This design comes from an exercise in tuning for small area, a short achievable clock period and few clock cycles on the open sky130 flow, not from production work.
Where RTL was checked, it was by simulation tests only, not by an equivalence proof against the original.
Power and IR drop assume default switching activity.

Design lcb_effect_player, start of the top module:
module lcb_effect_player (
    input  wire        clk,
    input  wire        rst,             
    input  wire        ev_valid,
    output wire        ev_ready,
    input  wire [1:0]  ev_op,           
    input  wire [7:0]  ev_kind,         
    input  wire [23:0] ev_on,           
    input  wire [23:0] ev_off,          
    input  wire [31:0] ev_t0,
    input  wire [31:0] ev_t1,
    input  wire [31:0] ev_hold,
    input  wire [31:0] ev_repeat,
    input  wire [31:0] ev_delay,
    output wire        resp_valid,
    output wire [7:0]  resp_status,
    output wire [2:0]  resp_phase,      
    output wire [1:0]  resp_kind,
    output wire [31:0] resp_remaining,
    output wire [31:0] resp_elapsed,
    output wire        resp_armed,
    output wire [31:0] resp_count,
    output wire        sink_valid,
    output wire [23:0] sink_color       
);
Size in the first run: roughly 2600 cells after synthesis, ~390 flip-flops, about 360 I/O pins, about 0.023 sq mm of cells after synthesis.
==> flow/config.mk <==
export PLATFORM = sky130hd
export DESIGN_NAME = lcb_effect_player
export DESIGN_NICKNAME = lcb_effect_player
export VERILOG_FILES = /design/flow/design.v
export SDC_FILE = /design/flow/constraint.sdc
export NUM_CORES = 4
export LEC_CHECK = 0
export CAP_MARGIN = 20
export CORE_MARGIN = 2
export CORE_UTILIZATION = 40
export PLACE_DENSITY = 0.6
export SLEW_MARGIN = 20
==> flow/constraint.sdc <==
create_clock -name core_clock -period 12.0 [get_ports {clk}]
set_input_delay 2.4000 -clock core_clock [delete_from_list [all_inputs] [get_ports {clk}]]
set_output_delay 2.4000 -clock core_clock [all_outputs]
set_load 0.01 [all_outputs]
standard.sh (not shown) runs the stock make flow with config.mk's settings and CLKGATE_MAP_FILE= SYNTH_SCRIPT=/design/flow/synth_recipe.tcl, a recipe that flattens the netlist after the stock synthesis.
==> flow/flow/run.sh <==
#!/bin/bash
# The standard layout (the standard.sh: standard synthesis, ORFS floorplan to final) with
# these changes to how it is made:
#  - timing repair aims for SETUP_SLACK_MARGIN ns of setup slack rather than 0, so the
#    resizer keeps shortening paths below the clock period;
#  - the port buffers that buffer_ports inserts on every input and output are buf_1 cells;
#  - clock tree synthesis builds the tree from clkbuf_8 cells and adds no dummy loads.
# The SDC, the clock period and every other setting are the standard flow's. ORFS's output goes to
# flow.log.
set -euo pipefail
bash standard.sh SETUP_SLACK_MARGIN=${MARGIN:-8.0} \
    BUFFER_PORTS_ARGS="-buffer_cell sky130_fd_sc_hd__buf_1" \
    CTS_ARGS="-sink_clustering_enable -repair_clock_nets -dont_use_dummy_load -buf_list sky130_fd_sc_hd__clkbuf_8" \
    finish > flow.log 2>&1
==> next run, changes <==
--- a/flow/flow/run.sh
+++ b/flow/flow/run.sh
@@ -6,3 +6,3 @@
 #  - the port buffers that buffer_ports inserts on every input and output are buf_1 cells;
-#  - clock tree synthesis builds the tree from clkbuf_8 cells and adds no dummy loads.
+#  - clock tree synthesis builds the tree from clkbuf_8 cells, in clusters of up to 15 registers, and adds no dummy loads.
 # The SDC, the clock period and every other setting are the standard flow's. ORFS's output goes to
@@ -12,3 +12,3 @@
     BUFFER_PORTS_ARGS="-buffer_cell sky130_fd_sc_hd__buf_1" \
-    CTS_ARGS="-sink_clustering_enable -repair_clock_nets -dont_use_dummy_load -buf_list sky130_fd_sc_hd__clkbuf_8" \
+    CTS_ARGS="-sink_clustering_enable -repair_clock_nets -dont_use_dummy_load -buf_list sky130_fd_sc_hd__clkbuf_8 -sink_clustering_size 15 -sink_clustering_max_diameter 60" \
     finish > flow.log 2>&1
The new run ran to the end with no violations.
Via count came out lower by 0.70%.
Setup slack got worse by 0.021 ns.
Count of clock-buffer cells in the layout came out lower by 33.
Maximum frequency came out lower by 0.48%.
Function was not checked in any run of this note: the RTL went through the layout flow alone.

* * *

lcb_effect_player, a different RTL version from the one above (not shown whole).
Size: roughly 2,500 cells after synthesis, roughly 360 I/O pins.
clock: 12.0 ns
lec_check: 0
cap_margin: 20
core_margin: 2
core_utilization: 40
place_density: 0.6
slew_margin: 20
==> flow/flow/run.sh <==
#!/bin/bash
# The standard layout (the standard.sh: standard synthesis, ORFS floorplan to final) with
# these changes to how it is made:
#  - timing repair aims for SETUP_SLACK_MARGIN ns of setup slack rather than 0, so the
#    resizer keeps shortening paths below the clock period;
#  - the port buffers that buffer_ports inserts on every input and output are buf_1 cells;
#  - clock tree synthesis builds the tree from clkbuf_8 cells and adds no dummy loads.
# The SDC, the clock period and every other setting are the standard flow's. ORFS's output goes to
# flow.log.
set -euo pipefail
bash standard.sh SETUP_SLACK_MARGIN=${MARGIN:-8.5} \
    BUFFER_PORTS_ARGS="-buffer_cell sky130_fd_sc_hd__buf_1" \
    CTS_ARGS="-sink_clustering_enable -repair_clock_nets -dont_use_dummy_load -buf_list sky130_fd_sc_hd__clkbuf_8" \
    finish > flow.log 2>&1
The starting point passed the timing, design-rule and antenna checks.
Testbench counts at the start, summed over its fixed seeds: cycles 48,260.
Edit:
==> flow/flow/run.sh (replaced) <==
#!/bin/bash
# The standard layout (the standard.sh: standard synthesis, ORFS floorplan to final) with
# two changes to how it is made: timing repair aims for SETUP_SLACK_MARGIN ns of setup slack
# rather than 0, so the resizer keeps shortening paths below the clock period, and the port
# buffers that buffer_ports inserts on every input and output are buf_1 cells. The SDC, the
# clock period and every other setting are the standard flow's. ORFS's output goes to flow.log.
set -euo pipefail
bash standard.sh SETUP_SLACK_MARGIN=${MARGIN:-7.5} \
    BUFFER_PORTS_ARGS="-buffer_cell sky130_fd_sc_hd__buf_1" finish > flow.log 2>&1
After rerunning: The changed run ran to the end with no violations. Via count goes down by roughly a tenth. Clock-buffer cell count fell by 5. Worst setup slack gains 0.017 ns. Design area fell by about a fifth. Core utilization is lower by 11 points. Flip-flop and latch count does not change. Area after synthesis is unchanged. Cell count is lower by a little under a tenth.
Edit:
==> flow/flow/run.sh (replaced) <==
#!/bin/bash
# The standard layout (the standard.sh: standard synthesis, ORFS floorplan to final) with
# these changes to how it is made:
#  - timing repair aims for SETUP_SLACK_MARGIN ns of setup slack rather than 0, so the
#    resizer keeps shortening paths below the clock period;
#  - the port buffers that buffer_ports inserts on every input and output are buf_1 cells;
#  - clock tree synthesis builds the tree from clkbuf_8 cells and adds no dummy loads.
# The SDC, the clock period and every other setting are the standard flow's. ORFS's output goes to
# flow.log.
set -euo pipefail
bash standard.sh SETUP_SLACK_MARGIN=${MARGIN:-7.0} \
    BUFFER_PORTS_ARGS="-buffer_cell sky130_fd_sc_hd__buf_1" \
    CTS_ARGS="-sink_clustering_enable -repair_clock_nets -dont_use_dummy_load -buf_list sky130_fd_sc_hd__clkbuf_8" \
    finish > flow.log 2>&1
- The changed run went through all stages and came out clean
- setup slack gets worse by 0.40 ns
- first-iteration DRC count shrinks by about a fifth
- power decreases by roughly a tenth
- count of clock-buffer cells in the layout goes up by 5
- worst hold slack gets worse by 0.0054 ns
- wire length falls by a few percent
- final area shrinks by a few percent
- synthesized cell count is unchanged
- sequential share of layout area rises by 1.9 points
- flip-flop and latch count is unchanged
Edit:
--- a/flow/flow/run.sh
+++ b/flow/flow/run.sh
@@ -9,5 +9,5 @@
 # flow.log.
 set -euo pipefail
-bash standard.sh SETUP_SLACK_MARGIN=${MARGIN:-7.0} \
+bash standard.sh SETUP_SLACK_MARGIN=${MARGIN:-7.5} \
     BUFFER_PORTS_ARGS="-buffer_cell sky130_fd_sc_hd__buf_1" \
     CTS_ARGS="-sink_clustering_enable -repair_clock_nets -dont_use_dummy_load -buf_list sky130_fd_sc_hd__clkbuf_8" \
=> The new run produced a clean layout; setup slack gains 0.28 ns; via count increases by 1.8%; maximum frequency rises by 6.2%; die area does not change; synthesized area stays the same; sequential power hardly moves; power is higher by 3.8%; count of clock-buffer cells in the layout came out higher by 1; global-route usage grows by 0.47 points; cell count rises by 1.3%.
Edit:
==> flow/flow/run.sh (replaced) <==
#!/bin/bash
# The standard layout (the standard.sh: standard synthesis, ORFS floorplan to final) with
# these changes to how it is made:
#  - timing repair aims for SETUP_SLACK_MARGIN ns of setup slack rather than 0, so the
#    resizer keeps shortening paths below the clock period;
#  - the port buffers that buffer_ports inserts on every input and output are buf_1 cells;
#  - clock tree synthesis builds the tree from clkbuf_8 cells, in clusters of up to 15 registers, and adds no dummy loads.
# The SDC, the clock period and every other setting are the standard flow's. ORFS's output goes to
# flow.log.
set -euo pipefail
bash standard.sh SETUP_SLACK_MARGIN=${MARGIN:-8.0} \
    BUFFER_PORTS_ARGS="-buffer_cell sky130_fd_sc_hd__buf_1" \
    CTS_ARGS="-sink_clustering_enable -repair_clock_nets -dont_use_dummy_load -buf_list sky130_fd_sc_hd__clkbuf_8 -sink_clustering_size 15 -sink_clustering_max_diameter 60" \
    finish > flow.log 2>&1
--- a/flow/config.mk
+++ b/flow/config.mk
@@ -8,5 +8,5 @@
 export CAP_MARGIN = 20
 export CORE_MARGIN = 2
-export CORE_UTILIZATION = 40
-export PLACE_DENSITY = 0.6
+export CORE_UTILIZATION = 50
+export PLACE_DENSITY = 0.65
 export SLEW_MARGIN = 20
=> Hold slack gets better by 0.023 ns; routed wire length came out lower by a few percent; setup slack gets better by 0.19 ns; synthesized area does not change; register-to-register slack improved by 0.19 ns; via count increases slightly; die area decreases by about a fifth; final cell count is lower by a few percent; maximum frequency rose by a few percent.

* * *

Starting RTL as in the previous note.
Design lcb_effect_player, start of the top module:
module lcb_effect_player (
    input  wire        clk,
    input  wire        rst,             
    input  wire        ev_valid,
    output wire        ev_ready,
    input  wire [1:0]  ev_op,           
    input  wire [7:0]  ev_kind,         
    input  wire [23:0] ev_on,           
    input  wire [23:0] ev_off,          
    input  wire [31:0] ev_t0,
    input  wire [31:0] ev_t1,
    input  wire [31:0] ev_hold,
    input  wire [31:0] ev_repeat,
    input  wire [31:0] ev_delay,
    output wire        resp_valid,
    output wire [7:0]  resp_status,
    output wire [2:0]  resp_phase,      
    output wire [1:0]  resp_kind,
    output wire [31:0] resp_remaining,
    output wire [31:0] resp_elapsed,
    output wire        resp_armed,
    output wire [31:0] resp_count,
    output wire        sink_valid,
    output wire [23:0] sink_color       
);
==> flow/config.mk <==
export PLATFORM = sky130hd
export DESIGN_NAME = lcb_effect_player
export DESIGN_NICKNAME = lcb_effect_player
export VERILOG_FILES = /design/flow/design.v
export SDC_FILE = /design/flow/constraint.sdc
export NUM_CORES = 4
export LEC_CHECK = 0
export CAP_MARGIN = 20
export CORE_MARGIN = 2
export CORE_UTILIZATION = 40
export PLACE_DENSITY = 0.6
export SLEW_MARGIN = 20
==> flow/constraint.sdc <==
create_clock -name core_clock -period 12.0 [get_ports {clk}]
set_input_delay 2.4000 -clock core_clock [delete_from_list [all_inputs] [get_ports {clk}]]
set_output_delay 2.4000 -clock core_clock [all_outputs]
set_load 0.01 [all_outputs]
==> flow/flow/run.sh <==
#!/bin/bash
# The standard layout (the standard.sh: standard synthesis, ORFS floorplan to final) with
# these changes to how it is made:
#  - timing repair aims for SETUP_SLACK_MARGIN ns of setup slack rather than 0, so the
#    resizer keeps shortening paths below the clock period;
#  - the port buffers that buffer_ports inserts on every input and output are buf_1 cells;
#  - clock tree synthesis builds the tree from clkbuf_8 cells and adds no dummy loads.
# The SDC, the clock period and every other setting are the standard flow's. ORFS's output goes to
# flow.log.
set -euo pipefail
bash standard.sh SETUP_SLACK_MARGIN=${MARGIN:-8.0} \
    BUFFER_PORTS_ARGS="-buffer_cell sky130_fd_sc_hd__buf_1" \
    CTS_ARGS="-sink_clustering_enable -repair_clock_nets -dont_use_dummy_load -buf_list sky130_fd_sc_hd__clkbuf_8" \
    finish > flow.log 2>&1
Testbench counts at the start, summed over its fixed seeds: cycles 48,260.
Then changed:
==> flow/flow/run.sh (replaced) <==
#!/bin/bash
# The standard layout (the standard.sh: standard synthesis, ORFS floorplan to final) with
# these changes to how it is made:
#  - timing repair aims for SETUP_SLACK_MARGIN ns of setup slack rather than 0, so the
#    resizer keeps shortening paths below the clock period;
#  - the port buffers that buffer_ports inserts on every input and output are buf_1 cells;
#  - clock tree synthesis builds the tree from clkbuf_8 cells, in clusters of up to 15 registers, and adds no dummy loads.
# The SDC, the clock period and every other setting are the standard flow's. ORFS's output goes to
# flow.log.
set -euo pipefail
bash standard.sh SETUP_SLACK_MARGIN=${MARGIN:-8.25} \
    BUFFER_PORTS_ARGS="-buffer_cell sky130_fd_sc_hd__buf_1" \
    CTS_ARGS="-sink_clustering_enable -repair_clock_nets -dont_use_dummy_load -buf_list sky130_fd_sc_hd__clkbuf_8 -sink_clustering_size 15 -sink_clustering_max_diameter 60" \
    finish > flow.log 2>&1
The changed run completed without violations.
Combinational power rose by about 10%.
Design area rose by 5.7%.
Die area stays the same.
Worst setup slack got worse by 0.043 ns.
Sequential power stays flat.
Critical path depth fell by 1.
Non-clock buffer count rose by 92.
Wire length rose by 3.8%.
Synthesized area stays the same.
Then changed:
==> flow/flow/run.sh (replaced) <==
#!/bin/bash
# The standard layout (the standard.sh: standard synthesis, ORFS floorplan to final) with
# these changes to how it is made:
#  - timing repair aims for SETUP_SLACK_MARGIN ns of setup slack rather than 0, so the
#    resizer keeps shortening paths below the clock period;
#  - the port buffers that buffer_ports inserts on every input and output are buf_1 cells;
#  - clock tree synthesis builds the tree from clkbuf_8 cells and adds no dummy loads.
# The SDC, the clock period and every other setting are the standard flow's. ORFS's output goes to
# flow.log.
set -euo pipefail
bash standard.sh SETUP_SLACK_MARGIN=${MARGIN:-8.0} \
    BUFFER_PORTS_ARGS="-buffer_cell sky130_fd_sc_hd__buf_1" \
    CTS_ARGS="-sink_clustering_enable -repair_clock_nets -dont_use_dummy_load -buf_list sky130_fd_sc_hd__clkbuf_8" \
    finish > flow.log 2>&1
--- a/flow/config.mk
+++ b/flow/config.mk
@@ -6,7 +6,7 @@
 export NUM_CORES = 4
 export LEC_CHECK = 0
-export CAP_MARGIN = 20
+export CAP_MARGIN = 0
 export CORE_MARGIN = 2
 export CORE_UTILIZATION = 40
 export PLACE_DENSITY = 0.6
-export SLEW_MARGIN = 20
+export SLEW_MARGIN = 0
Outcome: Non-clock buffer count drops by 78; global-route usage shrinks by 0.78 points; worst setup slack gets better by 0.026 ns.
Then changed:
==> flow/flow/run.sh (replaced) <==
#!/bin/bash
# The standard layout (the standard.sh: standard synthesis, ORFS floorplan to final) with
# these changes to how it is made:
#  - timing repair aims for SETUP_SLACK_MARGIN ns of setup slack rather than 0, so the
#    resizer keeps shortening paths below the clock period;
#  - the port buffers that buffer_ports inserts on every input and output are buf_1 cells;
#  - clock tree synthesis builds the tree from clkbuf_8 cells, in clusters of up to 15 registers, and adds no dummy loads.
# The SDC, the clock period and every other setting are the standard flow's. ORFS's output goes to
# flow.log.
set -euo pipefail
bash standard.sh SETUP_SLACK_MARGIN=${MARGIN:-8.0} \
    BUFFER_PORTS_ARGS="-buffer_cell sky130_fd_sc_hd__buf_1" \
    CTS_ARGS="-sink_clustering_enable -repair_clock_nets -dont_use_dummy_load -buf_list sky130_fd_sc_hd__clkbuf_8 -sink_clustering_size 15 -sink_clustering_max_diameter 60" \
    finish > flow.log 2>&1
--- a/flow/config.mk
+++ b/flow/config.mk
@@ -6,7 +6,7 @@
 export NUM_CORES = 4
 export LEC_CHECK = 0
-export CAP_MARGIN = 0
+export CAP_MARGIN = 20
 export CORE_MARGIN = 2
 export CORE_UTILIZATION = 40
 export PLACE_DENSITY = 0.6
-export SLEW_MARGIN = 0
+export SLEW_MARGIN = 20
Result: Power drops by a few percent; design area drops slightly; core utilization drops by 0.19 points.

-- afterwards: timing with drivers on the ports --
In the flow no input, the clock included, has a driving cell. The finished layouts below were timed again as built, in two steps. Step 1 (the two cells are an assumption about what drives the block):
set clk [get_ports {clk}]
set_driving_cell -lib_cell sky130_fd_sc_hd__clkbuf_16 $clk
set_driving_cell -lib_cell sky130_fd_sc_hd__buf_2 [delete_from_list [all_inputs] $clk]
Step 2 adds t to the input delays and takes it off the output delays; t is the mean of the earliest and latest rising clock arrival at the registers after step 1. Input paths then give back, and output paths get back, about the clock's delay inside the block. Slacks: ideal / step 1 / step 2; pairs: ideal / step 1.
run | t (ns) | slack for setup (ns) | hold slack, ns | worst slew at a driven data input, ns | cell pins on the clock port's net
the first run of note 1 | 0.697 | 7.613 / 7.613 / 7.007 | 0.464 / 0.464 / 0.464 | 0.07 | 1
the second run of note 1 | 0.673 | 7.592 / 7.592 / 6.968 | 0.482 / 0.482 / 0.482 | 0.08 | 1
the first run of note 2 | 0.706 | 7.551 / 7.551 / 7.118 | 0.464 / 0.464 / 0.464 | 0.06 | 1
the second run of note 2 | 0.648 | 7.568 / 7.574 / 6.957 | 0.457 / 0.457 / 0.457 | 0.07 | 1
the third run of note 2 | 0.687 | 7.172 / 7.181 / 6.502 | 0.452 / 0.452 / 0.452 | 0.06 | 1
the fourth run of note 2 | 0.704 | 7.453 / 7.453 / 6.892 | 0.450 / 0.450 / 0.450 | 0.07 | 1
the fifth run of note 2 | 0.677 | 7.645 / 7.645 / 7.217 | 0.473 / 0.473 / 0.473 | 0.07 | 1
the first run of note 3 | 0.693 | 7.634 / 7.634 / 7.296 | 0.453 / 0.453 / 0.453 | 0.05 | 1
the second run of note 3 | 0.677 | 7.591 / 7.591 / 7.356 | 0.457 / 0.457 / 0.457 | 0.06 | 1
the third run of note 3 | 0.707 | 7.617 / 7.617 / 7.282 | 0.456 / 0.456 / 0.456 | 0.05 | 1
the fourth run of note 3 | 0.669 | 7.650 / 7.650 / 7.241 | 0.460 / 0.460 / 0.460 | 0.05 | 1
After both steps setup and hold are still met in every run listed. For the third run of note 2, which loses most, drivers alone change the setup slack by +0.009 ns; drivers and shift together by -0.670 ns.
